Context: an optimization exercise on an open-source flow, tuned for small area, a short achievable clock period and few clock cycles per item. The choices shown serve that exercise and are no tape-out recipe.
Only simulation tests tie the RTL to the original design; equivalence was not proved.
Power and IR drop assume default switching activity.

== run 1 ==
Design sio_core, start of the top module:
module sio_core (
    input  wire        clk,
    input  wire        rst,
    input  wire        req_valid,
    output wire        req_ready,
    input  wire        req_evt,
    input  wire [63:0] req_data,
    input  wire        din_valid,
    output wire        din_ready,
    input  wire [7:0]  din,
    output wire        dout_valid,
    output wire [7:0]  dout,
    output wire        rsp_valid,
    output wire [31:0] rsp,
    output wire        adp_valid,
    output wire [15:0] adp,
    output wire        mat_req,
    output wire [7:0]  mat_len,
    input  wire [7:0]  mat_addr,
    output wire [7:0]  mat_data,
    input  wire        mat_ack,
    input  wire [31:0] mat_res
);
Size: about 200 I/O pins.
==> flow/config.mk <==
export PLATFORM = sky130hd
export DESIGN_NAME = sio_core
export DESIGN_NICKNAME = sio_core
export VERILOG_FILES = /design/flow/design.v
export SDC_FILE = /design/flow/constraint.sdc
export NUM_CORES = 4
export LEC_CHECK = 0
export ABC_AREA = 1
export CAP_MARGIN = 20
export CORE_MARGIN = 2
export CORE_UTILIZATION = 60
export CTS_CLUSTER_DIAMETER = 100
export CTS_CLUSTER_SIZE = 24
export SETUP_SLACK_MARGIN = 4
export SLEW_MARGIN = 20
==> flow/constraint.sdc <==
create_clock -name core_clock -period 10.0 [get_ports {clk}]
set_input_delay 2.0000 -clock core_clock [delete_from_list [all_inputs] [get_ports {clk}]]
set_output_delay 2.0000 -clock core_clock [all_outputs]
set_load 0.01 [all_outputs]
standard.sh (not shown) runs the stock make flow with config.mk's settings and CLKGATE_MAP_FILE= SYNTH_SCRIPT=/design/flow/synth_recipe.tcl, a recipe that flattens the netlist after the stock synthesis.
==> flow/flow/run.sh <==
#!/bin/bash
# Own layout flow: the standard layout (standard.sh, unchanged synthesis,
# floorplan, power grid, placement, CTS and routing), except that the port
# buffers that global placement inserts on every input and output are
# sky130_fd_sc_hd__buf_2 cells instead of the buffer OpenROAD picks by itself
# (a slow clkdlybuf4s50 delay cell). Every port still gets its buffer.
set -euo pipefail
export BUFFER_PORTS_ARGS="-buffer_cell sky130_fd_sc_hd__buf_2"
bash standard.sh > standard_flow.log 2>&1
Testbench counts of run 1, summed over its fixed seeds: cycles 5,525, txns 3,200.
Input changes introduced in run 2 (baseline for comparison: run 1):
Settings: ABC_CLOCK_PERIOD_IN_PS: unset -> 6000; ABC_AREA: 1 -> unset.
Results
- Run 2: proportion of synthesized chip area in sequential cells higher than run 1
- After detailed routing, run 1 needs more wire than run 2.
- The combinational power in run 2 was lower than what run 1 gave.
- Changes observed in run 2 relative to run 1: overall power of the completed layout shows a reduction of about 23%, sequential share of layout area shows a reduction of 0.33 points, xor/xnor share of the synthesized area shows an increase of 1.1 points, area overhead of the layout relative to synthesis shows an increase of 2.6 points, half-perimeter wire length after placement shows a reduction of about 4.7%.
- Looking at slew at the pin with the worst max-slew slack, run 2 sits 14 ps higher than run 1 does.

========
sio_core again, from the RTL that the note above started with.
clock: 10.0 ns
lec_check: 0
abc_clock_period_in_ps: 6000
cap_margin: 20
core_margin: 2
core_utilization: 60
cts_cluster_diameter: 100
cts_cluster_size: 24
place_density: 0.7
setup_slack_margin: 4
slew_margin: 20
tns_end_percent: 20
Scripts as last shown in full above: flow/flow/run.sh
Testbench counts at the start, summed over its fixed seeds: cycles 5,525, txns 3,200.
Rerun with:
==> flow/run.sh (new file) <==
#!/bin/bash
# synth_recipe.tcl (not shown) runs the flow's synth.tcl, then flattens the netlist and writes it again
# the make line also repeats each setting of config.mk as NAME=value (left out here)
make -C /OpenROAD-flow-scripts/flow DESIGN_CONFIG=/design/flow/config.mk WORK_HOME=/design/flow/orfs CLKGATE_MAP_FILE= SYNTH_SCRIPT=/design/flow/synth_recipe.tcl finish
--- a/flow/config.mk
+++ b/flow/config.mk
@@ -11,7 +11,3 @@
 export CORE_UTILIZATION = 60
-export CTS_CLUSTER_DIAMETER = 100
-export CTS_CLUSTER_SIZE = 24
-export PLACE_DENSITY = 0.7
 export SETUP_SLACK_MARGIN = 4
 export SLEW_MARGIN = 20
-export TNS_END_PERCENT = 20
removed: flow/flow/run.sh
removed: flow/standard.sh
Cell area grows by a little under a tenth.
Worst hold slack hardly moves.
Power went up by about a fifth.
Rerun with:
==> flow/flow/run.sh (new file) <==
#!/bin/bash
# Own layout flow: the standard layout (standard.sh, unchanged synthesis,
# floorplan, power grid, placement, CTS and routing), except that the port
# buffers that global placement inserts on every input and output are
# sky130_fd_sc_hd__buf_2 cells instead of the buffer OpenROAD picks by itself
# (a slow clkdlybuf4s50 delay cell). Every port still gets its buffer.
set -euo pipefail
export BUFFER_PORTS_ARGS="-buffer_cell sky130_fd_sc_hd__buf_2"
bash standard.sh > standard_flow.log 2>&1
==> flow/standard.sh (new file) <==
#!/bin/bash
# synth_recipe.tcl (not shown) runs the flow's synth.tcl, then flattens the netlist and writes it again
# the make line also repeats each setting of config.mk as NAME=value (left out here)
make -C /OpenROAD-flow-scripts/flow DESIGN_CONFIG=/design/flow/config.mk WORK_HOME=/design/flow/orfs CLKGATE_MAP_FILE= SYNTH_SCRIPT=/design/flow/synth_recipe.tcl "${@:-finish}"
--- a/flow/config.mk
+++ b/flow/config.mk
@@ -7,3 +7,3 @@
 export LEC_CHECK = 0
-export ABC_CLOCK_PERIOD_IN_PS = 6000
+export ABC_AREA = 1
 export CAP_MARGIN = 20
@@ -11,3 +11,5 @@
 export CORE_UTILIZATION = 60
-export SETUP_SLACK_MARGIN = 4
+export CTS_CLUSTER_DIAMETER = 100
+export CTS_CLUSTER_SIZE = 24
+export SETUP_SLACK_MARGIN = 5
 export SLEW_MARGIN = 20
removed: flow/run.sh
Sequential power rose by a few percent.
Core utilization fell by 3.6 points.
Fmax grows by a few percent.
Worst setup slack improves by 320 ps.
Synthesized area goes up slightly.
Power rose by roughly a tenth.
Die area grows slightly.
Combinational power increases by well over a third.
Via count rose by about a fifth.
Wire length came out higher by a little under a tenth.
Critical path depth climbs by 1.
Rerun with:
==> flow/run.sh (new file) <==
#!/bin/bash
# synth_recipe.tcl (not shown) runs the flow's synth.tcl, then flattens the netlist and writes it again
# the make line also repeats each setting of config.mk as NAME=value (left out here)
make -C /OpenROAD-flow-scripts/flow DESIGN_CONFIG=/design/flow/config.mk WORK_HOME=/design/flow/orfs CLKGATE_MAP_FILE= SYNTH_SCRIPT=/design/flow/synth_recipe.tcl finish
--- a/flow/config.mk
+++ b/flow/config.mk
@@ -11,5 +11,3 @@
 export CORE_UTILIZATION = 60
-export CTS_CLUSTER_DIAMETER = 100
-export CTS_CLUSTER_SIZE = 24
-export SETUP_SLACK_MARGIN = 5
+export SETUP_SLACK_MARGIN = 4
 export SLEW_MARGIN = 20
removed: flow/flow/run.sh
removed: flow/standard.sh
Outcome: Die area is unchanged. Sequential share of layout area came out lower by 0.47 points. Fmax came out lower slightly. Design area came out higher slightly. Via count came out higher slightly. Combinational power came out lower by a few percent. Non-clock buffer count came out lower by 26. Utilization came out higher by 0.64 points.
Rerun with:
==> flow/flow/run.sh (new file) <==
#!/bin/bash
# Own layout flow: the standard layout (standard.sh, unchanged synthesis,
# floorplan, power grid, placement, CTS and routing), except that the port
# buffers that global placement inserts on every input and output are
# sky130_fd_sc_hd__buf_2 cells instead of the buffer OpenROAD picks by itself
# (a slow clkdlybuf4s50 delay cell). Every port still gets its buffer.
set -euo pipefail
export BUFFER_PORTS_ARGS="-buffer_cell sky130_fd_sc_hd__buf_2"
bash standard.sh > standard_flow.log 2>&1
==> flow/standard.sh (new file) <==
#!/bin/bash
# synth_recipe.tcl (not shown) runs the flow's synth.tcl, then flattens the netlist and writes it again
# the make line also repeats each setting of config.mk as NAME=value (left out here)
make -C /OpenROAD-flow-scripts/flow DESIGN_CONFIG=/design/flow/config.mk WORK_HOME=/design/flow/orfs CLKGATE_MAP_FILE= SYNTH_SCRIPT=/design/flow/synth_recipe.tcl "${@:-finish}"
--- a/flow/config.mk
+++ b/flow/config.mk
@@ -10,3 +10,5 @@
 export CORE_MARGIN = 2
-export CORE_UTILIZATION = 60
+export CORE_UTILIZATION = 65
+export CTS_CLUSTER_DIAMETER = 100
+export CTS_CLUSTER_SIZE = 24
 export SETUP_SLACK_MARGIN = 4
removed: flow/run.sh
=>
- synthesized area stays the same
- non-clock buffer count shrinks by 63
- sequential share of layout area goes up by 3.1 points
- flip-flop and latch count stays the same
- first-iteration DRC count came out higher by about 8%
- die area went down by about 8%
- wire length came out lower by about 1.2%
- design area falls by about 6.5%
Rerun with:
--- a/flow/config.mk
+++ b/flow/config.mk
@@ -10,6 +10,6 @@
 export CORE_MARGIN = 2
-export CORE_UTILIZATION = 65
+export CORE_UTILIZATION = 60
 export CTS_CLUSTER_DIAMETER = 100
 export CTS_CLUSTER_SIZE = 24
-export SETUP_SLACK_MARGIN = 4
+export SETUP_SLACK_MARGIN = 3.5
 export SLEW_MARGIN = 20
Result: The changed run finished with timing, DRC and antenna clean. Non-clock buffer count rose by 7. Via count fell slightly. Design area rose slightly. Combinational power rose by a few percent. Maximum frequency rose slightly. Count of clock-buffer cells in the layout rose by 10.

-- afterwards: timing with drivers on the ports --
No port has a modelled driver above. Below, the same layouts with a new extraction and two added sets of constraints.
Step 1: set_driving_cell puts a clkbuf_16 on clk and a buf_2 on each other input, an assumption about the parent block.
Step 2, shift: input delay + t, output delay - t, t = (earliest + latest rising clock arrival at the registers) / 2. This alone moves slack from input paths to output paths.
Three values: ideal ports, drivers, drivers and shift; two values: the first two.
run | t (ns) | slack for setup (ns) | hold slack, ns | latest minus earliest clock arrival (ns) | worst data-port slew with drivers (ns)
run 1 | 0.691 | 3.265 / 3.234 / 3.234 | 0.458 / 0.458 / 0.458 | 0.054 / 0.054 | 0.06
run 2 | 0.682 | 3.201 / 3.167 / 3.167 | 0.511 / 0.511 / 0.511 | 0.049 / 0.050 | 0.10
the first run of note 2 | 0.690 | 3.000 / 2.965 / 2.965 | 0.511 / 0.511 / 0.511 | 0.042 / 0.042 | 0.07
the second run of note 2 | 0.712 | 3.050 / 3.018 / 3.018 | 0.511 / 0.511 / 0.511 | 0.038 / 0.037 | 0.07
the third run of note 2 | 0.697 | 3.366 / 3.335 / 3.335 | 0.464 / 0.464 / 0.464 | 0.038 / 0.038 | 0.07
the fourth run of note 2 | 0.706 | 3.339 / 3.303 / 3.307 | 0.451 / 0.451 / 0.451 | 0.049 / 0.049 | 0.05
the fifth run of note 2 | 0.686 | 3.268 / 3.248 / 3.248 | 0.449 / 0.449 / 0.449 | 0.036 / 0.036 | 0.06
the sixth run of note 2 | 0.689 | 3.340 / 3.306 / 3.275 | 0.460 / 0.460 / 0.460 | 0.041 / 0.042 | 0.05
After both steps setup and hold are still met in every run listed. For the sixth run of note 2, which loses most, drivers alone change the setup slack by -0.034 ns; drivers and shift together by -0.065 ns.
